This design comes from an exercise in tuning for small area, a short achievable clock period and few clock cycles per item on the open sky130 flow, not from production work.
In this exercise RTL edits were held to simulation tests only and were not proved equivalent to the original.

### flow/run.sh
#!/bin/bash
# Standard ORFS layout (standard.sh) with these changes:
#  - synthesis: no full/half-adder extraction (ADDER_MAP_FILE empty) and
#    yosys's default abc mapping script (flow/synth.tcl);
#  - port buffers are buf_1 cells instead of the default clkdlybuf4s50_1.
# The output of every tool goes to standard.log here.
set -o pipefail
bash standard.sh ADDER_MAP_FILE= SYNTH_SCRIPT=$PWD/flow/synth.tcl \
  "BUFFER_PORTS_ARGS=-buffer_cell sky130_fd_sc_hd__buf_1" finish > standard.log 2>&1
### standard.sh
#!/bin/bash
# synth_recipe.tcl (not shown) runs the flow's synth.tcl, then flattens the netlist and writes it again
# the make line also repeats each setting of config.mk as NAME=value (left out here)
make -C /OpenROAD-flow-scripts/flow DESIGN_CONFIG=/design/flow/config.mk WORK_HOME=/design/flow/orfs CLKGATE_MAP_FILE= SYNTH_SCRIPT=/design/flow/synth_recipe.tcl "${@:-finish}"
### flow/synth.tcl
# synth_recipe.tcl with one change: the technology-mapping abc call runs
# yosys's default abc script for liberty mapping instead of ORFS's
# abc_area/abc_speed script. Registers are mapped by dfflibmap before
# abc and keep the standard synthesis's names and cell types.
proc synth {args} { yosys synth -nofsm -noshare {*}$args }
proc abc {args} {
  set i [lsearch $args -script]
  if {$i >= 0} { set args [lreplace $args $i [expr {$i+1}]] }
  yosys abc {*}$args
}
source $::env(SCRIPTS_DIR)/synth.tcl
# left out here: clear keep_hierarchy, flatten, clean up, hide names made inside functions, write 1_2_yosys.v
### constraint.sdc
create_clock -name core_clock -period 22.0 [get_ports {clk}]
set_input_delay 4.4000 -clock core_clock [delete_from_list [all_inputs] [get_ports {clk}]]
set_output_delay 4.4000 -clock core_clock [all_outputs]
set_load 0.01 [all_outputs]
### design.v
module crsf_st(input [2:0] r, input b, output reg [3:0] o);
  always @* begin
    case ({r,b})
      4'b0000: o = 4'b0000;
      4'b0001: o = 4'b0001;
      4'b0010: o = 4'b0010;
      4'b0011: o = 4'b0011;
      4'b0100: o = 4'b0111;
      4'b0101: o = 4'b1000;
      4'b0110: o = 4'b1001;
      4'b0111: o = 4'b1010;
      4'b1110: o = 4'b1011;
      4'b1111: o = 4'b1111;
      default: o = 4'bxxxx;
    endcase
  end
endmodule
module crsf_scale(input [15:0] v, output [10:0] u);
  wire [15:0] n = {~v[15], v[14:0]};
  wire [2:0] r [0:13];
  wire [12:0] q;
  assign r[0] = 3'b000;
  genvar g;
  generate for (g=0; g<13; g=g+1) begin : s
    wire [3:0] o; crsf_st u(.r(r[g]), .b(n[15-g]), .o(o));
    assign q[12-g] = o[3]; assign r[g+1] = o[2:0];
  end endgenerate
  reg [2:0] rb;
  always @* begin
    case (r[13])
      3'b000: rb = 3'd0;
      3'b001: rb = 3'd1;
      3'b010: rb = 3'd2;
      3'b011: rb = 3'd3;
      3'b111: rb = 3'd4;
      default: rb = 3'bxxx;
    endcase
  end
  wire [10:0] Q = q[10:0];
  wire [4:0] h = Q[10:6];
  reg [5:0] th;
  always @* begin
    case (h)
      5'd0: th = 6'd0;
      5'd1: th = 6'd2;
      5'd2: th = 6'd3;
      5'd3: th = 6'd5;
      5'd4: th = 6'd6;
      5'd5: th = 6'd8;
      5'd6: th = 6'd9;
      5'd7: th = 6'd11;
      5'd8: th = 6'd12;
      5'd9: th = 6'd14;
      5'd10: th = 6'd16;
      5'd11: th = 6'd17;
      5'd12: th = 6'd19;
      5'd13: th = 6'd20;
      5'd14: th = 6'd22;
      5'd15: th = 6'd23;
      5'd16: th = 6'd25;
      5'd17: th = 6'd27;
      5'd18: th = 6'd28;
      5'd19: th = 6'd30;
      5'd20: th = 6'd31;
      5'd21: th = 6'd32;
      5'd22: th = 6'd33;
      5'd23: th = 6'd35;
      5'd24: th = 6'd36;
      5'd25: th = 6'd38;
      default: th = 6'bxxxxxx;
    endcase
  end
  wire d = Q[5:0] < th;
  wire [6:0] S = {rb, n[2:0]} + h;
  wire c1 = d ? (S >= 7'd21) : (S >= 7'd20);
  wire c2 = d ? (S >= 7'd61) : (S >= 7'd60);
  assign u = Q + {9'd43, c2, c1 & ~c2};
endmodule
module crsf_encoder (
    input  wire         clk,
    input  wire         rst,         
    input  wire         in_valid,
    output wire         in_ready,
    input  wire [255:0] in_ch,       
    output wire         out_valid,
    input  wire         out_ready,
    output wire [207:0] out_frame    
);
    reg         valid;
    reg [175:0] payload;
    wire [175:0] p_next;
    genvar i;
    generate for (i = 0; i < 16; i = i + 1) begin : ch
        crsf_scale sc (.v(in_ch[16*i +: 16]), .u(p_next[11*i +: 11]));
    end endgenerate
    assign in_ready = ~valid | out_ready;
    wire   take     = in_valid & in_ready;
    always @(posedge clk) begin
        if (rst)
            valid <= 1'b0;
        else if (take)
            valid <= 1'b1;
        else if (out_ready)
            valid <= 1'b0;
        if (take)
            payload <= p_next;
    end
    wire [7:0] crc;
    wire s0_1 = payload[10] ^ payload[12] ^ payload[14] ^ payload[20] ^ payload[63] ^ payload[93] ^ payload[97] ^ payload[109] ^ payload[111] ^ payload[119] ^ payload[146];
    wire s0_2 = payload[11] ^ payload[13] ^ payload[19] ^ payload[58] ^ payload[73] ^ payload[94] ^ payload[96] ^ payload[110] ^ payload[118] ^ payload[157] ^ payload[172];
    wire s0_3 = payload[29] ^ payload[41] ^ payload[42] ^ payload[69] ^ payload[70] ^ payload[71] ^ payload[112] ^ payload[140] ^ payload[141] ^ payload[152] ^ payload[153] ^ payload[154];
    wire s0_4 = payload[5] ^ payload[37] ^ payload[59] ^ payload[74] ^ payload[88] ^ payload[95] ^ payload[120] ^ payload[158] ^ payload[173];
    wire s0_5 = payload[35] ^ payload[46] ^ payload[61] ^ payload[66] ^ payload[85] ^ payload[91] ^ payload[129] ^ payload[134] ^ payload[144] ^ payload[165] ^ payload[168];
    wire s0_6 = payload[1] ^ payload[30] ^ payload[43] ^ payload[53] ^ payload[56] ^ payload[78] ^ payload[100] ^ payload[113] ^ payload[136] ^ payload[142] ^ payload[155] ^ payload[161];
    wire s0_7 = payload[15] ^ payload[16] ^ payload[21] ^ payload[48] ^ payload[51] ^ payload[55] ^ payload[98] ^ payload[104] ^ payload[115] ^ payload[138] ^ payload[147] ^ payload[150];
    wire s0_8 = payload[6] ^ payload[34] ^ payload[45] ^ payload[60] ^ payload[64] ^ payload[80] ^ payload[89] ^ payload[128] ^ payload[133] ^ payload[159] ^ payload[163];
    wire s0_9 = payload[18] ^ payload[31] ^ payload[50] ^ payload[54] ^ payload[57] ^ payload[72] ^ payload[114] ^ payload[117] ^ payload[137] ^ payload[149] ^ payload[156] ^ payload[171];
    wire s0_10 = payload[4] ^ payload[9] ^ payload[36] ^ payload[62] ^ payload[92] ^ payload[103] ^ payload[108] ^ payload[135] ^ payload[145];
    wire s0_11 = payload[0] ^ payload[28] ^ payload[40] ^ payload[52] ^ payload[68] ^ payload[77] ^ payload[99] ^ payload[127] ^ payload[139] ^ payload[151] ^ payload[160] ^ payload[167];
    wire s0_12 = payload[2] ^ payload[23] ^ payload[25] ^ payload[33] ^ payload[44] ^ payload[79] ^ payload[101] ^ payload[106] ^ payload[124] ^ payload[132] ^ payload[143] ^ payload[162];
    wire s0_13 = payload[3] ^ payload[8] ^ payload[26] ^ payload[38] ^ payload[75] ^ payload[102] ^ payload[107] ^ payload[121] ^ payload[125] ^ payload[174];
    wire s0_14 = payload[17] ^ payload[22] ^ payload[24] ^ payload[32] ^ payload[49] ^ payload[87] ^ payload[105] ^ payload[116] ^ payload[123] ^ payload[131] ^ payload[148] ^ payload[170];
    wire s0_15 = payload[27] ^ payload[39] ^ payload[47] ^ payload[67] ^ payload[76] ^ payload[86] ^ payload[122] ^ payload[126] ^ payload[130] ^ payload[166] ^ payload[169] ^ payload[175];
    assign crc[0] = ~(s0_1 ^ s0_3 ^ s0_5 ^ s0_7 ^ s0_9 ^ s0_11 ^ s0_13 ^ s0_15);
    assign crc[1] = ~(s0_2 ^ s0_3 ^ s0_6 ^ s0_7 ^ s0_10 ^ s0_11 ^ s0_14 ^ s0_15);
    assign crc[2] = ~(s0_4 ^ s0_5 ^ s0_6 ^ s0_7 ^ s0_12 ^ s0_13 ^ s0_14 ^ s0_15);
    assign crc[3] = ~(s0_8 ^ s0_9 ^ s0_10 ^ s0_11 ^ s0_12 ^ s0_13 ^ s0_14 ^ s0_15);
    wire s1_1 = payload[4] ^ payload[42] ^ payload[47] ^ payload[57] ^ payload[78] ^ payload[81] ^ payload[103] ^ payload[130] ^ payload[141] ^ payload[156] ^ payload[161];
    wire s1_2 = payload[35] ^ payload[39] ^ payload[43] ^ payload[72] ^ payload[79] ^ payload[82] ^ payload[122] ^ payload[134] ^ payload[142] ^ payload[162] ^ payload[171];
    wire s1_3 = payload[0] ^ payload[5] ^ payload[21] ^ payload[32] ^ payload[58] ^ payload[88] ^ payload[99] ^ payload[104] ^ payload[131] ^ payload[157];
    wire s1_4 = payload[18] ^ payload[29] ^ payload[36] ^ payload[44] ^ payload[61] ^ payload[83] ^ payload[112] ^ payload[117] ^ payload[135] ^ payload[143] ^ payload[144];
    wire s1_5 = payload[12] ^ payload[24] ^ payload[48] ^ payload[52] ^ payload[64] ^ payload[73] ^ payload[111] ^ payload[123] ^ payload[147] ^ payload[151] ^ payload[163] ^ payload[172];
    wire s1_6 = payload[6] ^ payload[8] ^ payload[10] ^ payload[16] ^ payload[22] ^ payload[59] ^ payload[89] ^ payload[105] ^ payload[107] ^ payload[109] ^ payload[115] ^ payload[158];
    wire s1_7 = payload[1] ^ payload[33] ^ payload[71] ^ payload[86] ^ payload[91] ^ payload[100] ^ payload[132] ^ payload[154] ^ payload[169];
    wire s1_8 = payload[27] ^ payload[30] ^ payload[50] ^ payload[62] ^ payload[69] ^ payload[84] ^ payload[113] ^ payload[126] ^ payload[145] ^ payload[149] ^ payload[152];
    wire s1_9 = payload[14] ^ payload[19] ^ payload[37] ^ payload[40] ^ payload[45] ^ payload[75] ^ payload[97] ^ payload[118] ^ payload[120] ^ payload[128] ^ payload[139] ^ payload[174];
    wire s1_10 = payload[13] ^ payload[26] ^ payload[49] ^ payload[55] ^ payload[68] ^ payload[74] ^ payload[96] ^ payload[125] ^ payload[138] ^ payload[148] ^ payload[167] ^ payload[173];
    wire s1_11 = payload[25] ^ payload[53] ^ payload[54] ^ payload[65] ^ payload[66] ^ payload[67] ^ payload[124] ^ payload[136] ^ payload[137] ^ payload[164] ^ payload[165] ^ payload[166];
    wire s1_12 = payload[11] ^ payload[17] ^ payload[28] ^ payload[51] ^ payload[60] ^ payload[63] ^ payload[110] ^ payload[116] ^ payload[127] ^ payload[146] ^ payload[150] ^ payload[159];
    wire s1_13 = payload[7] ^ payload[9] ^ payload[23] ^ payload[31] ^ payload[70] ^ payload[85] ^ payload[90] ^ payload[106] ^ payload[108] ^ payload[114] ^ payload[153] ^ payload[168];
    wire s1_14 = payload[2] ^ payload[41] ^ payload[46] ^ payload[56] ^ payload[76] ^ payload[92] ^ payload[101] ^ payload[129] ^ payload[140] ^ payload[155] ^ payload[175];
    wire s1_15 = payload[15] ^ payload[20] ^ payload[34] ^ payload[38] ^ payload[87] ^ payload[98] ^ payload[119] ^ payload[121] ^ payload[133] ^ payload[170];
    assign crc[4] = (s1_1 ^ s1_3 ^ s1_5 ^ s1_7 ^ s1_9 ^ s1_11 ^ s1_13 ^ s1_15);
    assign crc[5] = ~(s1_2 ^ s1_3 ^ s1_6 ^ s1_7 ^ s1_10 ^ s1_11 ^ s1_14 ^ s1_15);
    assign crc[6] = ~(s1_4 ^ s1_5 ^ s1_6 ^ s1_7 ^ s1_12 ^ s1_13 ^ s1_14 ^ s1_15);
    assign crc[7] = ~(s1_8 ^ s1_9 ^ s1_10 ^ s1_11 ^ s1_12 ^ s1_13 ^ s1_14 ^ s1_15);
    assign out_valid = valid;
    assign out_frame = {crc, payload, 8'h16, 8'h18, 8'hEE};
endmodule
### config.mk
export PLATFORM = sky130hd
export DESIGN_NAME = crsf_encoder
export DESIGN_NICKNAME = crsf_encoder
export VERILOG_FILES = /design/flow/design.v
export SDC_FILE = /design/flow/constraint.sdc
export NUM_CORES = 4
export LEC_CHECK = 0
export CAP_MARGIN = 20
export CORE_MARGIN = 2
export CORE_UTILIZATION = 40
export SLEW_MARGIN = 20
==> reports/results.ini, run 1 <==
[global_route]
antenna_found_initial=5
use_met2_pct=41.29
gr-total-overflow=0
met3_usage_pct=4.558
grt_max_degree=68
grt.met1_usage_pct=34.34
gr-max-usage-layer=met2
track_usage_pct=25.52
grt_pass1_wl_um=147400
grt_pass1_vias=26000

[floorplanning]
row_count=98
start_util_pct=40.28
die_area_um2=73910
ios=470
core_area_um2=71240
die_h_um=271.9
die_x_um=271.9

[hold_path]
min_from=valid$_SDFFE_PP0P_
hp-class=flip-flop to flip-flop
holdPathStages=2

[placed_design]
io_buffer_count=445
dpl.hpwl_um=83280
pre_cts_ws_ns=10.19
dp_cells=5111
place.gp.congestion=0.9472

[synthesis]
synth_flop_cell=edfxtp_1
ys_ff_latch=177
synth_edf_count=176
syn-cell-area_um2=28700
async_reset_ff_share_pct=0
yosys_warnings=3
synthCells=3771
synth-seq-area-share_pct=18.49
synth_cell_types=128
syn_avg_cell_area_um2=7.610

[detailed_routing]
initialDrtViolationCount=2226
drt-pass1-iter-count=6
vias=29630
drc=0
drt.antenna.violating_nets=0
routed_wirelength_um=98400
vias_per_cell=5.758
wire_per_inst_um=19.12

[timing]
final-setup-viol-count=0
drv_slew=0
final.setup_skew_ns=0.01278
max-slew-margin-rel_pct=31.71
hold_slack_ns=0.5347
fin_crit_ns=11.43
worst_pin_slew_ns=1.011
post-route-period-util_pct=51.96
fmax_mhz=87.48
rsz0062_at_grt=no
setup_tns_ns=0
hold_viol_final=0
worst_slack_ns=10.57

[setup_path]
r2r-start=valid$_SDFFE_PP0P_
cp-startpoint=in_ch[159]
worst-path-max-fanout=15
worstPathArrival_ns=11.65
rr_worst_depth=4
cp-start-kind=input port
worstSetupEndpointType=flip-flop
cp.required_ns=22.21
critPathKind=input port to flip-flop

[clocking]
post-cts-setup-buffers=0
cts_resized=0
cts_max_level=4
cts_tree=done
numCtsBuffers=17
clk_pin_slew_ns=0.08
ctsRootBufferMaster=clkbuf_16
cts.path.max_buffers=2
postCtsHoldBufs=0
clk_latency_ns=0.50
cts.sinks=177

[run]
cap_violations=0

[finish]
nets=4441
final_cell_mix=xnor2_1, buf_1, nand2_1
fin_cells=5146
drive_gt1_share_pct=6.533
area_growth_pct=11.04
final_common_cell=xnor2_1

[run_status]
outcome=finished clean

## cell type report
type	count	area (um2)
Fill cell	7420	39370
Multi-Input combinational cell	3409	22570
Sequential cell	177	5305
Timing Repair Buffer	453	1730
Tap cell	950	1189
Inverter	123	461.7
Clock buffer	18	429.2
Clock inverter	14	176.4
Antenna cell	2	5.005
## sequential cells by signal, summed over array words and instances, names as in the netlist
name,cells
payload,176
valid,1
## per-layer routing
metal	vias to the layer above	wire [um]	share of wire, %
met2	863	43900	45
li1	14840	-	-
met3	141	7199	7.3
met4	0	2953	3.0
met5	-	0	0
met1	13790	44350	45
## Yosys cell counts (12+ instances only)
master | count | area share [%]
nand3_1 | 138 | 2.4
a31oi_1 | 66 | 1.4
nand4_1 | 27 | 0.59
nand3b_1 | 15 | 0.39
a31o_2 | 14 | 0.43
nand2b_1 | 42 | 0.92
o21ai_0 | 208 | 3.6
edfxtp_1 | 176 | 18
a211oi_2 | 37 | 1.6
a22o_1 | 20 | 0.61
or2_2 | 43 | 0.94
xnor2_1 | 517 | 16
buf_4 | 25 | 0.65
a211oi_1 | 60 | 1.6
and3_1 | 34 | 0.74
xor2_1 | 166 | 5.1
inv_1 | 123 | 1.6
o211ai_1 | 43 | 1.1
maj3_1 | 31 | 1.1
nor4_1 | 25 | 0.54
or3_1 | 63 | 1.4
o21ba_2 | 12 | 0.42
o2111ai_1 | 15 | 0.46
clkbuf_1 | 44 | 0.58
nand2_1 | 362 | 4.7
and2_1 | 34 | 0.74
a211o_1 | 41 | 1.3
nor2b_1 | 35 | 0.76
o22ai_1 | 30 | 0.65
a21oi_2 | 22 | 0.67
a21o_1 | 89 | 2.3
nor3_1 | 73 | 1.3
a22oi_1 | 28 | 0.73
o21bai_1 | 25 | 0.65
nor2_1 | 302 | 3.9
o21ai_1 | 59 | 1.0
o31ai_1 | 20 | 0.52
o21a_1 | 54 | 1.4
a21oi_1 | 314 | 5.5
a21boi_1 | 16 | 0.42
a21o_2 | 13 | 0.40
## per-stage QoR
stage / cell area, um2 / utilization (%)
2_1_floorplan: 28780 / -
3_3_place_gp: 31240 / 43.85
3_5_place_dp: 31240 / 43.85
4_1_cts: 31850 / 44.70
5_1_grt: 31870 / 44.73
6_report: 31870 / 44.73
## path summary, 6_finish.rpt
check,end,slack (ns)
min,valid$_SDFFE_PP0P_,0.53
max,payload[107]$_DFFE_PP_,10.57
min reg2reg,valid$_SDFFE_PP0P_,0.53
max reg2reg,payload[69]$_DFFE_PP_,18.86
## cells by family (layout without fill, tap and decap cells)
| family | Yosys count | count (layout) | synth area share (%) |
|---|---|---|---|
| xor gates and xnor gates | 692 | 692 | 21.51 |
| adders and majority gates | 37 | 37 | 1.317 |
| AOI/OAI and AO/OA | 1358 | 1358 | 32.82 |
| other | 2 | 26 | 0.02617 |
| muxes | 12 | 12 | 0.4316 |
| buffers and inverters | 207 | 608 | 3.187 |
| DFF | 177 | 177 | 18.49 |
| and+or+nand+nor | 1286 | 1286 | 22.23 |
## worst max-delay path: stages
cell and delay [ns]:
buf_1 0.18, o21ba_2 0.29, a211oi_1 0.31, xnor2_1 0.19
nor4_1 0.53, a211oi_1 0.14, o32ai_1 0.33, a211oi_1 0.18
nor2_1 0.25, a21oi_2 0.13, nor4b_1 0.50, o21ai_0 0.23
o211a_1 0.21, or2_1 0.30, a31o_2 0.25, a211oi_2 0.40
o2bb2ai_1 0.19, a22oi_1 0.24, a32oi_1 0.14, maj3_1 0.41
maj3_1 0.38, xor2_1 0.16, o32ai_1 0.34, a21oi_1 0.13
nor2_1 0.29, a31o_2 0.25, a21oi_1 0.08, xnor2_1 0.18
Testbench counts, summed over its fixed seeds: cycles 2,056, frames 2,048.
==> run 2: changes to the inputs <==
--- a/design.v
+++ b/design.v
@@ -15,7 +15,7 @@
     endcase
   end
 endmodule
-module crsf_scale(input [15:0] v, output [10:0] u);
+module crsf_scale(input [15:0] v, output [10:0] Q, output [1:0] c);
   wire [15:0] n = {~v[15], v[14:0]};
   wire [2:0] r [0:13];
   wire [12:0] q;
@@ -36,7 +36,7 @@
       default: rb = 3'bxxx;
     endcase
   end
-  wire [10:0] Q = q[10:0];
+  assign Q = q[10:0];
   wire [4:0] h = Q[10:6];
   reg [5:0] th;
   always @* begin
@@ -74,7 +74,7 @@
   wire [6:0] S = {rb, n[2:0]} + h;
   wire c1 = d ? (S >= 7'd21) : (S >= 7'd20);
   wire c2 = d ? (S >= 7'd61) : (S >= 7'd60);
-  assign u = Q + {9'd43, c2, c1 & ~c2};
+  assign c = {c2, c1 & ~c2};
 endmodule
 module crsf_encoder (
     input  wire         clk,
@@ -87,11 +87,15 @@
     output wire [207:0] out_frame    
 );
     reg         valid;
-    reg [175:0] payload;
-    wire [175:0] p_next;
+    reg [175:0] q_reg;       
+    reg [31:0]  c_reg;       
+    wire [175:0] q_next;
+    wire [31:0]  c_next;
+    wire [175:0] payload;    
     genvar i;
     generate for (i = 0; i < 16; i = i + 1) begin : ch
-        crsf_scale sc (.v(in_ch[16*i +: 16]), .u(p_next[11*i +: 11]));
+        crsf_scale sc (.v(in_ch[16*i +: 16]), .Q(q_next[11*i +: 11]), .c(c_next[2*i +: 2]));
+        assign payload[11*i +: 11] = q_reg[11*i +: 11] + {9'd43, c_reg[2*i +: 2]};
     end endgenerate
     assign in_ready = ~valid | out_ready;
     wire   take     = in_valid & in_ready;
@@ -102,8 +106,10 @@
             valid <= 1'b1;
         else if (out_ready)
             valid <= 1'b0;
-        if (take)
-            payload <= p_next;
+        if (take) begin
+            q_reg <= q_next;
+            c_reg <= c_next;
+        end
     end
     wire [7:0] crc;
     wire s0_1 = payload[10] ^ payload[12] ^ payload[14] ^ payload[20] ^ payload[63] ^ payload[93] ^ payload[97] ^ payload[109] ^ payload[111] ^ payload[119] ^ payload[146];
--- a/flow/run.sh
+++ b/flow/run.sh
@@ -1,7 +1,7 @@
 #!/bin/bash
 # Standard ORFS layout (standard.sh) with these changes:
 #  - synthesis: no full/half-adder extraction (ADDER_MAP_FILE empty) and
-#    yosys's default abc mapping script (flow/synth.tcl);
+#    an area-oriented abc mapping script (flow/synth.tcl, flow/abc.script);
 #  - port buffers are buf_1 cells instead of the default clkdlybuf4s50_1.
 # The output of every tool goes to standard.log here.
 set -o pipefail
==> flow/abc.script (new file) <==
strash; dc2; strash; dch -f; amap
==> flow/synth.tcl (replaced) <==
# synth_recipe.tcl with one change: the technology-mapping abc call runs
# flow/abc.script (area-oriented mapping) instead of ORFS's abc_area or
# abc_speed script. Registers are mapped by dfflibmap before abc and keep
# the standard synthesis's names and cell types.
set my_abc_script [file join [file dirname [file normalize [info script]]] abc.script]
proc synth {args} { yosys synth -nofsm -noshare {*}$args }
proc abc {args} {
  set i [lsearch $args -script]
  if {$i >= 0} { lset args [expr {$i+1}] $::my_abc_script }
  yosys abc {*}$args
}
source $::env(SCRIPTS_DIR)/synth.tcl
# left out here: clear keep_hierarchy, flatten, clean up, hide names made inside functions, write 1_2_yosys.v
==> run 2 against run 1 <==
Compared with the run above:
- count of clock-buffer cells in the layout grew 12
- clock skew is 0.0011 ns higher
- largest cell class unchanged
==> reports/results.ini, run 2 <==
[setup_path]
slowest_delay_ns=0.66  ; +0.13 ns
worstPathArrival_ns=11.87  ; +0.22 ns
reg2reg_to=c_reg[8]$_DFFE_PP_
critPathKind=input port to flip-flop
path_common_cell=o21ai_0
slowest_stage=o21ai_0
r2r-start=valid$_SDFFE_PP0P_
cp-start-kind=input port
worstSetupEndpointType=flip-flop
cp.required_ns=22.39  ; +0.18 ns
rr_worst_depth=4  ; unchanged
critPathBufInv=3  ; +2
worst-path-max-fanout=9  ; -6
cp_top_family=compound AO/OA/AOI/OAI gates
reg2reg_slack_ns=19.41  ; +0.55 ns

[detailed_routing]
vias_per_cell=5.351  ; -7.1%
drc=0  ; unchanged
drt.antenna.violating_nets=0  ; unchanged
drt-pass1-iter-count=6  ; unchanged
initialDrtViolationCount=2198  ; -1.3%
wire_per_inst_um=16.64  ; -13%
routed_wirelength_um=91530  ; -7.0%
vias=29440  ; -0.66%

[global_route]
grt_pass1_vias=25130  ; -3.3%
track_usage_pct=26.83  ; +1.3 points
grt.met1_usage_pct=35.95  ; +1.6 points
gr-max-usage-layer=met2
antenna_found_initial=0  ; -5
met3_usage_pct=4.545  ; -0.012 points
grt_pass1_wl_um=137800  ; -6.6%
gr-total-overflow=0  ; unchanged
use_met2_pct=43.67  ; +2.4 points
grt_max_degree=77  ; +13%

[synthesis]
synth_common_cells=nor2_1, clkinv_1, o21ai_0, a21oi_1, nand2_1
synth-seq-area-share_pct=24.76  ; +6.3 points
yosys_warnings=3  ; unchanged
async_reset_ff_share_pct=0  ; unchanged
yosys.area_share.simple_pct=23.07  ; +0.84 points
synth_flop_cell=edfxtp_1
synth_area_leaders=edfxtp_1, o21ai_0, nor2_1, a21oi_1, clkinv_1
syn_avg_cell_area_um2=6.116  ; -20%
synth_top_family_by_area=compound AO/OA/AOI/OAI gates
synthCells=4138  ; +9.7%
synth-xor-area-share_pct=1.107  ; -20 points
yosys.area.top_type=edfxtp_1
syn-cell-area_um2=25310  ; -12%
synthMuxAreaShare_pct=0  ; -0.43 points
synth_edf_count=208  ; +18%
synth_cell_types=56  ; -56%
ys_ff_latch=209  ; +18%
yosysMostFrequentCell=nor2_1
yosys.area_share.adder_pct=0  ; -1.3 points
synth_compound_area_share_pct=40.03  ; +7.2 points
synth_top_area_share_pct=24.68  ; +6.3 points

[run_status]
outcome=finished clean

[clocking]
cts_resized=0  ; unchanged
cts.path.max_buffers=3  ; +1
cts_max_level=1  ; -3
postCtsHoldBufs=0  ; unchanged
numCtsBuffers=27  ; +10
ctsRootBufferMaster=clkbuf_16
clk_latency_ns=0.55  ; +0.05 ns
cts.sinks=209  ; +18%
post-cts-setup-buffers=0  ; unchanged
clk_pin_slew_ns=0.05  ; -0.03 ns
cts_tree=done

[finish]
n_fill_cell=6707  ; -9.6%
area_growth_pct=14.59
final_common_cell=nor2_1
regArea_um2=6266  ; +18%
largest_reg_flops=176  ; unchanged
antenna_cells=0  ; -2
drive_gt1_share_pct=1.525  ; -5.0 points
finalInstanceArea_um2=29000  ; -9.0%
final_cell_mix=nor2_1, clkinv_1, o21ai_0
nets=4896  ; +10%
multiInputGateArea_um2=16350  ; -28%

[timing]
hold_viol_final=0  ; unchanged
worst_pin_slew_ns=1.203  ; +0.1916 ns
final-setup-viol-count=0  ; unchanged
fin_crit_ns=11.48  ; +0.04350 ns
setup_tns_ns=0  ; unchanged
max-slew-margin-rel_pct=18.97  ; -13 points
fmax_mhz=87.15  ; -0.38%
rsz0062_at_grt=no
final.setup_skew_ns=0.01385  ; +0.001063 ns
post-route-period-util_pct=52.16  ; +0.20 points
drv_slew=0  ; unchanged

[hold_path]
holdPathEnd=valid$_SDFFE_PP0P_
min_from=valid$_SDFFE_PP0P_
hp-class=flip-flop to flip-flop
holdPathStages=3  ; +1

[floorplanning]
row_count=92  ; -6.1%
start_util_pct=40.27  ; about the same
die_h_um=255.5  ; -6.0%
die_area_um2=65300  ; -12%
core_area_um2=62850  ; -12%
ios=470  ; unchanged
die_x_um=255.5  ; -6.0%

[run]
cap_violations=0  ; unchanged

[placed_design]
place.gp.congestion=0.9306  ; -1.8%
dpl.hpwl_um=79410  ; -4.7%
place_area_um2=28140  ; -9.9%
io_buffer_count=445  ; unchanged

==> run 2: cell types whose count changed after synthesis, sizes merged, moves of 45 or more <==
cell    before  now
nand3      138   12
a211oi      98   53
or3         66    2
a21o       102   16
nand2      364  454
o22ai       32  192
nor2       303  778
xnor2      519    5
xor2       166   27
clkbuf      46    0
inv        123    0
a21oi      336  529
o21ai      275  593
clkinv       0  694
==> run 2: final cells by class <==
| class | instances | share of cell area [%] |
|---|---|---|
| clock buffers | 30 | 2.369 |
| inverters | 694 | 8.982 |
| flip-flops and latches | 209 | 21.61 |
| multi-input cells | 3233 | 56.37 |
| clock inverters | 18 | 0.5954 |
| repair buffers | 471 | 6.433 |
| well taps | 846 | 3.650 |
==> run 2: metrics by stage <==
stage | util [%] | std cells | hold WS, ns | setup WS (ns)
2_1_floorplan | - | 4160 | 0.6291 | 7.538
3_3_place_gp | 44.78 | 5453 | 0.6431 | 10.15
3_5_place_dp | 44.78 | 5453 | 0.6457 | 9.831
4_1_cts | 46.14 | 5501 | 0.6580 | 10.38
5_1_grt | 46.14 | 5501 | 0.7007 | 9.389
6_report | 46.14 | 5501 | 0.6534 | 10.52
==> run 2: worst max path at each step <==
stage                           from             endpoint  slack [ns]  cells past startpoint
after floorplan            out_ready   c_reg[0]$_DFFE_PP_        7.54                      2
after global placement    in_ch[189]  c_reg[22]$_DFFE_PP_       10.15                     41
after detailed placement  in_ch[189]  c_reg[22]$_DFFE_PP_        9.83                     39
after CTS                 in_ch[189]  c_reg[22]$_DFFE_PP_       10.38                     40
after global routing      in_ch[237]  c_reg[28]$_DFFE_PP_        9.39                     42
final                      in_ch[77]   c_reg[8]$_DFFE_PP_       10.52                     39
==> run 2: worst reg2reg max path, cell delays in order (launching register included) <==
cell     delay [ns]
dfxtp_1        0.30
nor2b_1        0.17
nor2b_4        0.11
buf_4          0.63
buf_4          0.89
==> run 2: layer usage <==
metal | wire (um) | vias to the layer above | part of all wire, %
li1 | - | 15700 | -
met2 | 40270 | 779 | 44
met4 | 3488 | 0 | 3.8
met3 | 5936 | 119 | 6.5
met5 | 0 | - | 0
met1 | 41830 | 12840 | 46
==> run 2: logic make-up after synthesis <==
group           Yosys count
flops                   209
buf+inv                 718
compound gates         1737
simple gates           1440
xor+xnor                 32
other cells               2
Testbench counts of run 2, summed over its fixed seeds: cycles 2,056, frames 2,048.
==> run 3: changes to the inputs <==
--- a/config.mk
+++ b/config.mk
@@ -7,5 +7,5 @@
 export LEC_CHECK = 0
 export CAP_MARGIN = 20
 export CORE_MARGIN = 2
-export CORE_UTILIZATION = 40
+export CORE_UTILIZATION = 65
 export SLEW_MARGIN = 20
==> run 3 against run 2 <==
Compared with the run above:
- still clean
- count of clock-buffer cells in the layout down 2
- register-to-register slack better by 0.27 ns
- first-iteration DRC count up 28%
- synthesized area unchanged
- critical path depth up 1
- clock skew down 0.0069 ns
- cell count down 6.4%
- via count up 3.1%
- non-clock buffer count down 17
- critical path type unchanged
==> reports/results.ini, run 3 <==
[run_status]
outcome=finished clean

[floorplanning]
row_count=72  ; -22%
core_area_um2=38560  ; -39%
die_area_um2=40530  ; -38%
start_util_pct=65.64  ; +25 points
ios=470  ; unchanged
die_h_um=201.3  ; -21%
die_x_um=201.3  ; -21%

[finish]
area_growth_pct=12.18
multiInputGateArea_um2=16350  ; unchanged
largest_reg_flops=176  ; unchanged
n_fill_cell=3392  ; -49%
fin_cells=5150  ; -6.4%
final_common_cell=nor2_1
drive_gt1_share_pct=0.9501  ; -0.58 points
final_cell_mix=nor2_1, clkinv_1, o21ai_0
nets=4875  ; -0.43%
regArea_um2=6266  ; unchanged

[clocking]
numCtsBuffers=23  ; -15%
cts_resized=0  ; unchanged
clk_latency_ns=0.53  ; -0.02 ns
postCtsHoldBufs=0  ; unchanged
ctsRootBufferMaster=clkbuf_16
cts.sinks=209  ; unchanged
cts.path.max_buffers=3  ; unchanged
post-cts-setup-buffers=0  ; unchanged
cts_max_level=1  ; unchanged
cts_tree=done
clk_pin_slew_ns=0.06  ; about the same

[setup_path]
cp-start-kind=input port
worst-path-max-fanout=11  ; +2
slowest_delay_ns=0.50  ; -0.16 ns
worstPathArrival_ns=11.81  ; -0.06 ns
worstSetupEndpointType=flip-flop
critPathKind=input port to flip-flop
cp.required_ns=22.27  ; -0.12 ns
path_common_cell=o21ai_0
cp-startpoint=in_ch[237]
r2r-start=valid$_SDFFE_PP0P_
slowest_stage=o21ai_0

[synthesis]
yosysMostFrequentCell=nor2_1
yosys.area.top_type=edfxtp_1
synth_edf_count=208  ; unchanged
synth-seq-area-share_pct=24.76  ; unchanged
async_reset_ff_share_pct=0  ; unchanged
yosys_warnings=3  ; unchanged
synth_flop_cell=edfxtp_1
synth_top_area_share_pct=24.68  ; unchanged
syn_avg_cell_area_um2=6.116  ; unchanged
synthCells=4138  ; unchanged
synth_area_leaders=edfxtp_1, o21ai_0, nor2_1, a21oi_1, clkinv_1
synth_common_cells=nor2_1, clkinv_1, o21ai_0, a21oi_1, nand2_1
synth_cell_types=56  ; unchanged
syn-cell-area_um2=25310  ; unchanged
ys_ff_latch=209  ; unchanged

[timing]
drv_slew=0  ; unchanged
worst_pin_slew_ns=1.221  ; +0.01865 ns
hold_slack_ns=0.7015  ; +0.04810 ns
fin_crit_ns=11.54  ; +0.06600 ns
fmax_mhz=86.65  ; -0.57%
rsz0062_at_grt=no
setup_tns_ns=0  ; unchanged
final-setup-viol-count=0  ; unchanged
hold_viol_final=0  ; unchanged
max-slew-margin-rel_pct=18.58  ; -0.40 points
final.setup_skew_ns=0.006959  ; -0.006887 ns
post-route-period-util_pct=52.46  ; +0.30 points

[detailed_routing]
initialDrtViolationCount=2808  ; +28%
routed_wirelength_um=82420  ; -10%
drt-pass1-iter-count=9  ; +3
vias=30360  ; +3.1%
wire_per_inst_um=16.00  ; -3.8%
drt.antenna.violating_nets=0  ; unchanged
drc=0  ; unchanged
vias_per_cell=5.895  ; +10%

[placed_design]
dp_cells=5108  ; -6.3%
dpl.hpwl_um=68870  ; -13%
place.gp.congestion=1.021  ; +9.7%
io_buffer_count=445  ; unchanged

[hold_path]
min_from=valid$_SDFFE_PP0P_
hp-class=flip-flop to flip-flop

[global_route]
gr-total-overflow=0  ; unchanged
grt_pass1_vias=25340  ; +0.81%
grt_pass1_wl_um=126700  ; -8.0%
track_usage_pct=38.88  ; +12 points
grt_max_degree=196  ; +150%
antenna_found_initial=0  ; unchanged

[run]
cap_violations=0  ; unchanged

## run 3: changes by cell type in the layout (fill, tap and decap cells not counted), moves of 2 or more
cell and change:
clkbuf_16 -4, clkinv_4 -2, bufinv_16 +2, clkbuf_1 +2
buf_4 -18, clkinvlp_4 -4, clkinv_2 -2
## run 3: cell type report
type / instances / share of cell area, %
inverter: 694 / 9.176
sequential: 209 / 22.07
timing repair buffer: 454 / 6.166
antenna: 1 / 0.008814
multi-input combinational: 3233 / 57.58
clock inverter: 13 / 0.6214
tap: 518 / 2.283
clock buffer: 28 / 2.093
## run 3: per-layer routing
| layer | up-vias | global-route usage [%] | routed length [um] |
|---|---|---|---|
| met5 | - | 0 | 0 |
| met4 | 0 | 23.00 | 5932 |
| met3 | 252 | 7.596 | 9181 |
| met2 | 1406 | 60.58 | 34540 |
| met1 | 13020 | 50.24 | 32760 |
| li1 | 15680 | - | - |
## run 3: kinds of logic after synthesis
kind of cell | after synthesis | share of synthesized area, %
other | 2 | 0.02967
AO/OA/AOI/OAI | 1737 | 40.03
buffers and inverters | 718 | 11.01
flip-flops | 209 | 24.76
XOR/XNOR | 32 | 1.107
AND/OR/NAND/NOR | 1440 | 23.07
## run 3: through the flow
step           worst slack, ns  utilization, %  instance area [um2]
5_1_grt                  9.297           73.62                28390
4_1_cts                  10.65           73.62                28390
3_3_place_gp             10.51           71.63                27620
6_report                 10.46           73.63                28390
2_1_floorplan            7.538               -                25390
3_5_place_dp             10.11           71.63                27620
## run 3: path summary, 6_finish.rpt
kind                               to  slack (ns)  depth (start not counted)
setup / recovery  c_reg[28]$_DFFE_PP_       10.46                         40
hold / removal     valid$_SDFFE_PP0P_        0.70                          3
setup reg to reg   c_reg[8]$_DFFE_PP_       19.68                          3
hold reg to reg    valid$_SDFFE_PP0P_        0.70                          3
## run 3: worst max-delay path, delay by kind of cell
| kind | cells | cell delay, ns |
|---|---|---|
| AOI/OAI and AO/OA | 25 | 5.17 |
| and+or+nand+nor | 11 | 1.40 |
| buffers and inverters | 4 | 0.85 |
==> run 4: changes to the inputs <==
==> flow/run.sh (replaced) <==
#!/bin/bash
# Standard ORFS layout (standard.sh) with these changes:
#  - synthesis: no full/half-adder extraction (ADDER_MAP_FILE empty) and
#    an area-oriented abc mapping script (flow/synth.tcl, flow/abc.script);
#  - port buffers are buf_1 cells instead of the default clkdlybuf4s50_1;
#  - repair_timing aims for 11.5 ns of setup slack (SETUP_SLACK_MARGIN),
#    so the resizer shortens the critical paths below the 22 ns period.
# The output of every tool goes to standard.log here.
set -o pipefail
bash standard.sh ADDER_MAP_FILE= SYNTH_SCRIPT=$PWD/flow/synth.tcl \
  "BUFFER_PORTS_ARGS=-buffer_cell sky130_fd_sc_hd__buf_1" SETUP_SLACK_MARGIN=11.5 finish > standard.log 2>&1
--- a/config.mk
+++ b/config.mk
@@ -7,5 +7,5 @@
 export LEC_CHECK = 0
 export CAP_MARGIN = 20
 export CORE_MARGIN = 2
-export CORE_UTILIZATION = 65
+export CORE_UTILIZATION = 40
 export SLEW_MARGIN = 20
==> run 4 against run 3 <==
Compared with the run above:
- still clean
- sequential share of layout area is 1.4 points lower
- critical endpoint unchanged
- wire length is 13% higher
- register-to-register slack worse by 0.25 ns
- non-clock buffer count is 49 higher
- maximum frequency is 14% higher
- synthesized area stayed put
- critical path depth is 3 lower
- critical path type unchanged
- synthesized cell count stayed put
- die area is 61% higher
==> reports/results.ini, run 4 <==
[synthesis]
synth-seq-area-share_pct=24.76  ; unchanged
synth_compound_area_share_pct=40.03  ; unchanged
yosys.area.top_type=edfxtp_1
synth_top_family_by_area=compound AO/OA/AOI/OAI gates
yosys.area_share.simple_pct=23.07  ; unchanged
syn_avg_cell_area_um2=6.116  ; unchanged
synth_cell_types=56  ; unchanged
synth_common_cells=nor2_1, clkinv_1, o21ai_0, a21oi_1, nand2_1
synthCells=4138  ; unchanged
yosys.area_share.adder_pct=0  ; unchanged
synth-xor-area-share_pct=1.107  ; unchanged
ys_ff_latch=209  ; unchanged
synth_area_leaders=edfxtp_1, o21ai_0, nor2_1, a21oi_1, clkinv_1
synth_top_area_share_pct=24.68  ; unchanged
yosys_warnings=3  ; unchanged
yosysMostFrequentCell=nor2_1
synth_flop_cell=edfxtp_1
syn-cell-area_um2=25310  ; unchanged
async_reset_ff_share_pct=0  ; unchanged
synth_edf_count=208  ; unchanged
synthMuxAreaShare_pct=0  ; unchanged

[detailed_routing]
vias_per_cell=5.377  ; -8.8%
vias=29720  ; -2.1%
drc=0  ; unchanged
drt-pass1-iter-count=6  ; -3
wire_per_inst_um=16.82  ; +5.1%
drt.antenna.violating_nets=0  ; unchanged
initialDrtViolationCount=1867  ; -34%
routed_wirelength_um=92950  ; +13%

[global_route]
antenna_found_initial=0  ; unchanged
track_usage_pct=26.62  ; -12 points
gr-total-overflow=0  ; unchanged
grt_pass1_wl_um=136300  ; +7.6%
grt_max_degree=80  ; -59%
grt_pass1_vias=24690  ; -2.6%

[run]
cap_violations=0  ; unchanged

[clocking]
clk_latency_ns=0.53  ; about the same
ctsRootBufferMaster=clkbuf_16
cts.path.max_buffers=3  ; unchanged
clk_pin_slew_ns=0.06  ; about the same
cts_max_level=1  ; unchanged
numCtsBuffers=24  ; +4.3%
cts.sinks=209  ; unchanged
cts_tree=done

[hold_path]
holdPathStages=3  ; unchanged
hp-class=flip-flop to flip-flop

[timing]
setup_tns_ns=0  ; unchanged
drv_slew=0  ; unchanged
fmax_mhz=99.12  ; +14%
rsz0062_at_grt=yes
hold_viol_final=0  ; unchanged
post-route-period-util_pct=45.86  ; -6.6 points
fin_crit_ns=10.09  ; -1.452 ns
max-slew-margin-rel_pct=18.80  ; +0.23 points
final.setup_skew_ns=0.007602  ; +0.0006428 ns
final-setup-viol-count=0  ; unchanged
worst_pin_slew_ns=1.205  ; -0.01615 ns

[finish]
antenna_cells=0  ; -1
nets=4925  ; +1.0%
drive_gt1_share_pct=8.203  ; +7.3 points
final_common_cell=nor2_1
largest_reg_flops=176  ; unchanged
area_growth_pct=20.02
final_cell_mix=nor2_1, clkinv_1, a21oi_1

[setup_path]
cp-start-kind=input port
critPathKind=input port to flip-flop
cp.depth=37  ; -7.5%
slowest_stage=a211o_1
worst-path-max-fanout=11  ; unchanged
slowest_delay_ns=0.34  ; -0.16 ns
worstPathArrival_ns=10.35  ; -1.46 ns
cp_top_family=compound AO/OA/AOI/OAI gates
worstSetupEndpointType=flip-flop
rr_worst_depth=4  ; +1
cp.required_ns=22.27  ; about the same
critPathBufInv=4  ; unchanged

[run_status]
outcome=finished clean

[floorplanning]
core_area_um2=62850  ; +63%
die_h_um=255.5  ; +27%
die_x_um=255.5  ; +27%
die_area_um2=65300  ; +61%
ios=470  ; unchanged
row_count=92  ; +28%
start_util_pct=40.27  ; -25 points

[placed_design]
io_buffer_count=445  ; unchanged
dpl.hpwl_um=78670  ; +14%
place.gp.congestion=0.9478  ; -7.2%

-- run 4: changes by cell type in the layout (fill, tap and decap cells not counted), sizes merged --
cell,change
bufinv,-1
clkbuf,+8
diode,-1
clkinv,-17
inv,+17
buf,+43
-- run 4: tightest hold or removal path: cells and delay by family (launching register included) --
kind	cells	cell delay [ns]
AND/OR/NAND/NOR	3	0.31
flip-flops	1	0.30
-- run 4: per-stage QoR --
stage / utilization [%] / hold slack (ns) / cell area (um2) / worst slack (ns) / std cells
3_5_place_dp: 44.74 / 0.6600 / 28120 / 10.28 / 5450
5_1_grt: 48.33 / 0.7267 / 30380 / 11.32 / 5527
6_report: 48.33 / 0.6573 / 30380 / 11.91 / 5527
2_1_floorplan: - / 0.6386 / 25400 / 11.50 / 4160
3_3_place_gp: 44.74 / 0.6598 / 28120 / 10.51 / 5450
4_1_cts: 46.17 / 0.6708 / 29020 / 11.50 / 5495
-- run 4: kinds of logic (layout without fill, tap and decap cells) --
logic type             after synthesis  count (layout)
flip-flops                         209             209
other                                2              24
XOR/XNOR                            32              32
AND/OR/NAND/NOR                   1440            1440
AO/OA/AOI/OAI                     1737            1737
buffers and inverters              718            1239
-- run 4: per-layer routing --
| layer | global-route usage (%) | vias up | part of all wire (%) |
|---|---|---|---|
| li1 | - | 15740 | - |
| met1 | 36.09 | 13070 | 45 |
| met2 | 42.96 | 775 | 44 |
| met3 | 4.110 | 137 | 6.3 |
| met4 | 9.438 | 0 | 4.1 |
| met5 | 0 | - | 0 |
-- run 4: timing repair --
item                       in CTS  in global routing
pin swaps                       3                 59
buffers inserted                3                 32
resized for setup              31                462
hold buffers                    0                  0
setup endpoints to repair      15                 35
-- run 4: path summary, 6_finish.rpt --
kind / from / to / slack (ns)
worst max-delay path: in_ch[237] / c_reg[28]$_DFFE_PP_ / 11.91
worst min-delay path: valid$_SDFFE_PP0P_ / valid$_SDFFE_PP0P_ / 0.66
worst min register to register: valid$_SDFFE_PP0P_ / valid$_SDFFE_PP0P_ / 0.66
worst max register to register: valid$_SDFFE_PP0P_ / q_reg[163]$_DFFE_PP_ / 19.43
-- run 4: layout make-up --
class / count / area (um2)
timing repair buffer: 503 / 2113
fill: 6669 / 32470
clock inverter: 12 / 135.1
sequential: 209 / 6266
tap: 846 / 1059
inverter: 694 / 2616
clock buffer: 30 / 644.4
multi-input combinational: 3233 / 17540
==> run 5: changes to the inputs <==
--- a/design.v
+++ b/design.v
@@ -19,10 +19,32 @@
   wire [15:0] n = {~v[15], v[14:0]};
   wire [2:0] r [0:13];
   wire [12:0] q;
+  reg [2:0] rk0;
+  always @* begin
+    case (n[15:12])
+      4'd0: rk0 = 3'b000;
+      4'd1: rk0 = 3'b001;
+      4'd2: rk0 = 3'b010;
+      4'd3: rk0 = 3'b011;
+      4'd4: rk0 = 3'b111;
+      4'd5: rk0 = 3'b000;
+      4'd6: rk0 = 3'b001;
+      4'd7: rk0 = 3'b010;
+      4'd8: rk0 = 3'b011;
+      4'd9: rk0 = 3'b111;
+      4'd10: rk0 = 3'b000;
+      4'd11: rk0 = 3'b001;
+      4'd12: rk0 = 3'b010;
+      4'd13: rk0 = 3'b011;
+      4'd14: rk0 = 3'b111;
+      4'd15: rk0 = 3'b000;
+      default: rk0 = 3'bxxx;
+    endcase
+  end
   assign r[0] = 3'b000;
   genvar g;
   generate for (g=0; g<13; g=g+1) begin : s
-    wire [3:0] o; crsf_st u(.r(r[g]), .b(n[15-g]), .o(o));
+    wire [3:0] o; crsf_st u(.r(g == 4 ? rk0 : r[g]), .b(n[15-g]), .o(o));
     assign q[12-g] = o[3]; assign r[g+1] = o[2:0];
   end endgenerate
   reg [2:0] rb;
==> flow/run.sh (replaced) <==
#!/bin/bash
# Standard ORFS layout (standard.sh) with these changes:
#  - synthesis: no full/half-adder extraction (ADDER_MAP_FILE empty) and
#    an area-oriented abc mapping script (flow/synth.tcl, flow/abc.script);
#  - port buffers are buf_1 cells instead of the default clkdlybuf4s50_1;
#  - repair_timing aims for 12.5 ns of setup slack (SETUP_SLACK_MARGIN),
#    so the resizer shortens the critical paths below the 22 ns period.
# The output of every tool goes to standard.log here.
set -o pipefail
bash standard.sh ADDER_MAP_FILE= SYNTH_SCRIPT=$PWD/flow/synth.tcl \
  "BUFFER_PORTS_ARGS=-buffer_cell sky130_fd_sc_hd__buf_1" SETUP_SLACK_MARGIN=12.5 finish > standard.log 2>&1
==> run 5 against run 4 <==
Compared with the run above:
- wire length up 8.4%
- worst setup slack better by 0.43 ns
- sequential share of layout area down 3.1 points
- first-iteration DRC count about the same
==> reports/results.ini, run 5 <==
[clocking]
clk_latency_ns=0.55  ; +0.02 ns
cts.path.max_buffers=3  ; unchanged
numCtsBuffers=26  ; +8.3%
cts_tree=done
cts_max_level=1  ; unchanged
postCtsHoldBufs=0  ; unchanged
ctsRootBufferMaster=clkbuf_16
clk_pin_slew_ns=0.06  ; about the same
cts.sinks=209  ; unchanged

[synthesis]
yosysMostFrequentCell=nor2_1
ys_ff_latch=209  ; unchanged
synth_top_area_share_pct=24.65  ; -0.032 points
syn_avg_cell_area_um2=6.080  ; -0.59%
synth_area_leaders=edfxtp_1, o21ai_0, nor2_1, clkinv_1, a21oi_1
synth_common_cells=nor2_1, clkinv_1, o21ai_0, nand2_1, a21oi_1
synth_flop_cell=edfxtp_1
async_reset_ff_share_pct=0  ; unchanged
yosys.area.top_type=edfxtp_1
synth_edf_count=208  ; unchanged
synthCells=4168  ; +0.72%
synth-seq-area-share_pct=24.73  ; -0.032 points
synth_cell_types=54  ; -3.6%
yosys_warnings=3  ; unchanged
syn-cell-area_um2=25340  ; +0.13%

[detailed_routing]
routed_wirelength_um=100700  ; +8.4%
vias_per_cell=5.441  ; +1.2%
drt-pass1-iter-count=7  ; +1
initialDrtViolationCount=1868  ; +0.054%
wire_per_inst_um=17.38  ; +3.4%
vias=31530  ; +6.1%
drt.antenna.violating_nets=0  ; unchanged
drc=0  ; unchanged

[finish]
drive_gt1_share_pct=25.40  ; +17 points
n_fill_cell=6113  ; -8.3%
largest_reg_flops=176  ; unchanged
final_common_cell=nor2_1
area_growth_pct=40.70
antenna_cells=0  ; unchanged
final_cell_mix=nor2_1, clkinv_1, nand2_1
nets=5189  ; +5.4%

[floorplanning]
die_x_um=255.7  ; about the same
row_count=92  ; unchanged
start_util_pct=40.32  ; +0.052 points
die_h_um=255.7  ; about the same
ios=470  ; unchanged
core_area_um2=62850  ; unchanged
die_area_um2=65380  ; +0.13%

[timing]
post-route-period-util_pct=43.92  ; -1.9 points
rsz0062_at_grt=yes
setup_tns_ns=0  ; unchanged
hold_viol_final=0  ; unchanged
fmax_mhz=103.5  ; +4.4%
drv_slew=0  ; unchanged
final-setup-viol-count=0  ; unchanged
fin_crit_ns=9.663  ; -0.4260 ns
max-slew-margin-rel_pct=18.72  ; -0.085 points
worst_pin_slew_ns=1.206  ; +0.001269 ns
hold_slack_ns=0.6638  ; +0.006509 ns
final.setup_skew_ns=0.01441  ; +0.006807 ns

[setup_path]
reg2reg_slack_ns=19.35  ; -0.08 ns
critPathKind=input port to flip-flop
slowest_delay_ns=0.36  ; +0.02 ns
rr_worst_depth=4  ; unchanged
path_common_cell=a21oi_4
critPathBufInv=8  ; +4
slowest_stage=a211o_4
worstPathArrival_ns=9.94  ; -0.41 ns
worst-path-max-fanout=4  ; -7
cp-start-kind=input port
cp.required_ns=22.28  ; about the same
cp.depth=38  ; +2.7%
worstSetupEndpointType=flip-flop
cp_top_family=compound AO/OA/AOI/OAI gates

[placed_design]
io_buffer_count=445  ; unchanged
dpl.hpwl_um=78220  ; -0.58%
place.gp.congestion=0.9232  ; -2.6%

[global_route]
track_usage_pct=27.02  ; +0.40 points
grt_max_degree=74  ; -7.5%
grt_pass1_vias=26120  ; +5.8%
grt_pass1_wl_um=140100  ; +2.8%
gr-total-overflow=0  ; unchanged
antenna_found_initial=0  ; unchanged

[run]
cap_violations=0  ; unchanged

[hold_path]
holdPathStages=3  ; unchanged
hp-class=flip-flop to flip-flop

[run_status]
outcome=finished clean

-- run 5: cell types whose count changed after synthesis, sizes merged, moves of 15 or more --
cell    delta
a21o      +17
nand2     +43
o21ai     +27
o21bai    -15
nor2      +36
a21oi     -41
-- run 5: logic make-up after synthesis --
| family | Yosys count | synth area share [%] |
|---|---|---|
| compound gates | 1724 | 39.73 |
| xor+xnor | 29 | 1.002 |
| buf+inv | 706 | 10.81 |
| flops | 209 | 24.73 |
| other cells | 2 | 0.02964 |
| simple gates | 1498 | 23.70 |
-- run 5: path summary, 6_finish.rpt --
check | from | to
setup / recovery | in_ch[141] | c_reg[16]$_DFFE_PP_
hold / removal | valid$_SDFFE_PP0P_ | valid$_SDFFE_PP0P_
setup reg to reg | valid$_SDFFE_PP0P_ | q_reg[4]$_DFFE_PP_
hold reg to reg | valid$_SDFFE_PP0P_ | valid$_SDFFE_PP0P_
-- run 5: per-stage QoR --
stage                     area (um2)  util [%]  setup slack [ns]  std cells
final                          35650     56.73             12.34       5795
after global routing           35650     56.73             12.00       5795
after floorplan                25920         -             12.32       4190
after detailed placement       28690     45.64             11.44       5486
after CTS                      31040     49.39             12.50       5614
after global placement         28690     45.64             11.57       5486
-- run 5: cell type report --
cell class	count	area, um2	area share, %
clock buffers	31	690.7	1.937
clock inverters	17	264.0	0.7405
inverters	682	2596	7.282
multi-input cells	3275	20680	58.00
flip-flops and latches	209	6266	17.57
well taps	846	1059	2.969
repair buffers	735	4100	11.50
-- run 5: metal layers --
metal	part of all wire, %	track usage (%)
met2	46	44.36
met5	0	0
met4	4.5	9.649
met3	7.5	5.466
met1	42	35.15
-- run 5: worst min-delay path: stages (launching register included) --
cell and delay, ns:
dfxtp_1 0.31, nor2b_2 0.18, nor2_1 0.09, nor2_1 0.04
-- run 5: timing repair --
| item | 4_1_cts | 5_1_grt |
|---|---|---|
| resized for setup | 302 | 996 |
| setup buffers | 80 | 181 |
| cloned | 0 | 0 |
| endpoints found under the setup margin | 40 | 41 |
| pin swaps | 109 | 413 |
Testbench counts of run 5, summed over its fixed seeds: cycles 2,056, frames 2,048.
==> run 6: changes to the inputs <==
==> flow/run.sh (replaced) <==
#!/bin/bash
# Standard ORFS layout (standard.sh) with these changes:
#  - synthesis: no full/half-adder extraction (ADDER_MAP_FILE empty) and
#    an area-oriented abc mapping script (flow/synth.tcl, flow/abc.script);
#  - port buffers are buf_1 cells instead of the default clkdlybuf4s50_1;
#  - repair_timing aims for 11.8 ns of setup slack (SETUP_SLACK_MARGIN),
#    so the resizer shortens the critical paths below the 22 ns period.
# The output of every tool goes to standard.log here.
set -o pipefail
bash standard.sh ADDER_MAP_FILE= SYNTH_SCRIPT=$PWD/flow/synth.tcl \
  "BUFFER_PORTS_ARGS=-buffer_cell sky130_fd_sc_hd__buf_1" SETUP_SLACK_MARGIN=11.8 finish > standard.log 2>&1
--- a/config.mk
+++ b/config.mk
@@ -8,4 +8,5 @@
 export CAP_MARGIN = 20
 export CORE_MARGIN = 2
 export CORE_UTILIZATION = 40
+export CTS_BUF_LIST = sky130_fd_sc_hd__clkbuf_4
 export SLEW_MARGIN = 20
==> run 6 against run 5 <==
Compared with the run above:
- flip-flop and latch count is the same
- first-iteration DRC count grew 8.0%
- worst setup slack lost 0.11 ns
- synthesized area is the same
- global-route usage shrank 0.28 points
- via count shrank 5.1%
- final area shrank 15%
- die area is the same
- count of clock-buffer cells in the layout grew 56
- worst hold slack gained 0.0038 ns
- core utilization shrank 8.7 points
==> reports/results.ini, run 6 <==
[run_status]
outcome=finished clean

[detailed_routing]
vias_per_cell=5.329  ; -2.1%
drt-pass1-iter-count=6  ; -1
wire_per_inst_um=16.48  ; -5.2%
drc=0  ; unchanged
vias=29920  ; -5.1%
initialDrtViolationCount=2018  ; +8.0%
drt.antenna.violating_nets=0  ; unchanged
routed_wirelength_um=92520  ; -8.1%

[synthesis]
yosys.area.top_type=edfxtp_1
syn-cell-area_um2=25340  ; unchanged
async_reset_ff_share_pct=0  ; unchanged
yosysMostFrequentCell=nor2_1
yosys_warnings=3  ; unchanged
synth_top_area_share_pct=24.65  ; unchanged
synth_common_cells=nor2_1, clkinv_1, o21ai_0, nand2_1, a21oi_1
synth_area_leaders=edfxtp_1, o21ai_0, nor2_1, clkinv_1, a21oi_1
synthMuxAreaShare_pct=0  ; unchanged
syn_avg_cell_area_um2=6.080  ; unchanged
ys_ff_latch=209  ; unchanged
synth_cell_types=54  ; unchanged
yosys.area_share.simple_pct=23.70  ; unchanged
synth_top_family_by_area=compound AO/OA/AOI/OAI gates
synthCells=4168  ; unchanged
synth_compound_area_share_pct=39.73  ; unchanged
synth-seq-area-share_pct=24.73  ; unchanged
synth-xor-area-share_pct=1.002  ; unchanged
synth_edf_count=208  ; unchanged
yosys.area_share.adder_pct=0  ; unchanged
synth_flop_cell=edfxtp_1

[timing]
fmax_mhz=102.3  ; -1.1%
final.setup_skew_ns=0.05394  ; +0.03953 ns
hold_slack_ns=0.6676  ; +0.003802 ns
final-setup-viol-count=0  ; unchanged
post-route-period-util_pct=44.43  ; +0.51 points
fin_crit_ns=9.775  ; +0.1117 ns
setup_tns_ns=0  ; unchanged
max-slew-margin-rel_pct=21.42  ; +2.7 points
rsz0062_at_grt=yes
hold_viol_final=0  ; unchanged
drv_slew=0  ; unchanged
worst_slack_ns=12.23  ; -0.1117 ns
worst_pin_slew_ns=1.166  ; -0.04016 ns

[global_route]
track_usage_pct=26.73  ; -0.28 points
antenna_found_initial=1  ; +1
use_met2_pct=42.56  ; -1.8 points
gr-total-overflow=0  ; unchanged
grt.met1_usage_pct=34.45  ; -0.70 points
met3_usage_pct=6.922  ; +1.5 points
grt_pass1_wl_um=137600  ; -1.8%
grt_pass1_vias=25660  ; -1.7%
grt_max_degree=70  ; -5.4%
gr-max-usage-layer=met2

[clocking]
clk_latency_ns=0.80  ; +0.25 ns
clk_pin_slew_ns=0.07  ; about the same
cts.sinks=209  ; unchanged
cts_max_level=2  ; +1
ctsRootBufferMaster=clkbuf_4
cts_tree=done
numCtsBuffers=58  ; +120%
cts.path.max_buffers=3  ; unchanged
postCtsHoldBufs=0  ; unchanged

[finish]
final_cell_mix=nor2_1, clkinv_1, nand2_1
nets=4981  ; -4.0%
largest_reg_flops=176  ; unchanged
n_fill_cell=6768  ; +11%
regArea_um2=6266  ; unchanged
final_util_pct=48.01  ; -8.7 points
area_growth_pct=19.08
multiInputGateArea_um2=17500  ; -15%
drive_gt1_share_pct=8.833  ; -17 points
final_common_cell=nor2_1

[setup_path]
worst-path-max-fanout=4  ; unchanged
crit_chain=clkinv_1, a22oi_1, nand2_1, o21ai_0, nor2_1, clkinv_1, nor2_1, clkinv_1, nand2_1, o21ai_0, clkinv_1, o22ai_1, xor2_1, xnor2_1, xor2_1, nor2_1, a21oi_2, clkinv_1, o22ai_1, nand2_1, o21ai_0, nor2_1, nor2b_2, buf_1
worstSetupEndpointType=output pin
reg2reg_slack_ns=18.88  ; -0.47 ns
slowest_delay_ns=0.90  ; +0.54 ns
worstPathArrival_ns=5.37  ; -4.57 ns
critPathKind=flip-flop to output pin
cp.required_ns=17.60  ; -4.68 ns
critPathBufInv=6  ; -2
slowest_stage=o21ai_0
cp_top_family=compound AO/OA/AOI/OAI gates
cp-start-kind=flip-flop
path_common_cell=clkinv_1

[run]
cap_violations=0  ; unchanged

[hold_path]
hp-class=flip-flop to flip-flop

[floorplanning]
die_area_um2=65380  ; unchanged
ios=470  ; unchanged
start_util_pct=40.32  ; unchanged
row_count=92  ; unchanged
die_h_um=255.7  ; unchanged
core_area_um2=62850  ; unchanged
die_x_um=255.7  ; unchanged

[placed_design]
dpl.hpwl_um=78160  ; about the same
pre_cts_ws_ns=10.97  ; -0.4649 ns
place.gp.congestion=0.9301  ; +0.75%
io_buffer_count=445  ; unchanged

==> run 6: cells by family (layout without fill, tap and decap cells) <==
logic type,count (synthesis),in the layout
compound gates,1724,1724
simple gates,1498,1498
other cells,2,27
xor+xnor,29,29
flops,209,209
buf+inv,706,1282
==> run 6: area by class of cell <==
class,count,area share [%]
Tap cell,846,3.508
Antenna cell,3,0.02488
Clock inverter,18,0.2529
Timing Repair Buffer,495,6.804
Sequential cell,209,20.77
Multi-Input combinational cell,3275,58.00
Clock buffer,87,2.164
Inverter,682,8.484
==> run 6: worst register-to-register path, delay by kind of cell, from the launching register on <==
| kind | cells | cell delay [ns] |
|---|---|---|
| buf+inv | 2 | 1.63 |
| flops | 1 | 0.30 |
| simple gates | 2 | 0.77 |
==> run 6: repair_timing <==
item	4_1_cts	5_1_grt
buffers inserted	0	18
gates resized for setup	4	466
pin swaps	0	39
setup endpoints to repair	5	40
==> run 6: worst paths after layout <==
kind	cells past startpoint	end	from
setup reg to reg	4	q_reg[9]$_DFFE_PP_	valid$_SDFFE_PP0P_
hold / removal	3	valid$_SDFFE_PP0P_	valid$_SDFFE_PP0P_
setup / recovery	24	out_frame[201]	q_reg[23]$_DFFE_PP_
hold reg to reg	3	valid$_SDFFE_PP0P_	valid$_SDFFE_PP0P_
==> run 6: per-layer routing <==
| layer | vias to the layer above | part of all wire [%] |
|---|---|---|
| met1 | 13080 | 44 |
| met2 | 751 | 44 |
| met5 | - | 0 |
| li1 | 15940 | - |
| met4 | 0 | 4.2 |
| met3 | 155 | 8.0 |
==> run 6: per-stage QoR <==
stage	instances	instance area, um2
global route	5615	30180
detailed placement	5489	28220
finish	5615	30180
global placement	5489	28220
CTS	5594	28950
floorplan	4190	25430

==> what the ideal ports hide <==
The results above use ideal ports. As a check the final layouts listed here were re-extracted and re-timed, cells and wires unchanged.
Step 1: set_driving_cell puts a clkbuf_16 on clk and a buf_2 on each other input, an assumption about the parent block.
Step 2 adds t to the input delays and takes it off the output delays; t is the mean of the earliest and latest rising clock arrival at the registers after step 1. Input paths then give back, and output paths get back, about the clock's delay inside the block.
a / b / c = ideal / step 1 / step 2; a / b = the first two.
run	t (ns)	setup WS [ns]	hold WS [ns]	worst slew at a driven data input, ns
run 1	0.547	10.568 / 10.598 / 10.051	0.535 / 0.535 / 0.535	0.09
run 2	0.605	10.525 / 10.563 / 9.958	0.653 / 0.653 / 0.653	0.07
run 3	0.583	10.459 / 10.495 / 9.912	0.701 / 0.701 / 0.701	0.07
run 4	0.585	11.911 / 11.948 / 11.364	0.657 / 0.657 / 0.657	0.08
run 5	0.595	12.337 / 12.347 / 11.751	0.664 / 0.664 / 0.664	0.06
run 6	0.833	12.225 / 12.169 / 11.526	0.668 / 0.668 / 0.668	0.06
After both steps every run listed still meets setup and hold. For run 6, which loses most, drivers alone change the setup slack by -0.056 ns; drivers and shift together by -0.699 ns.
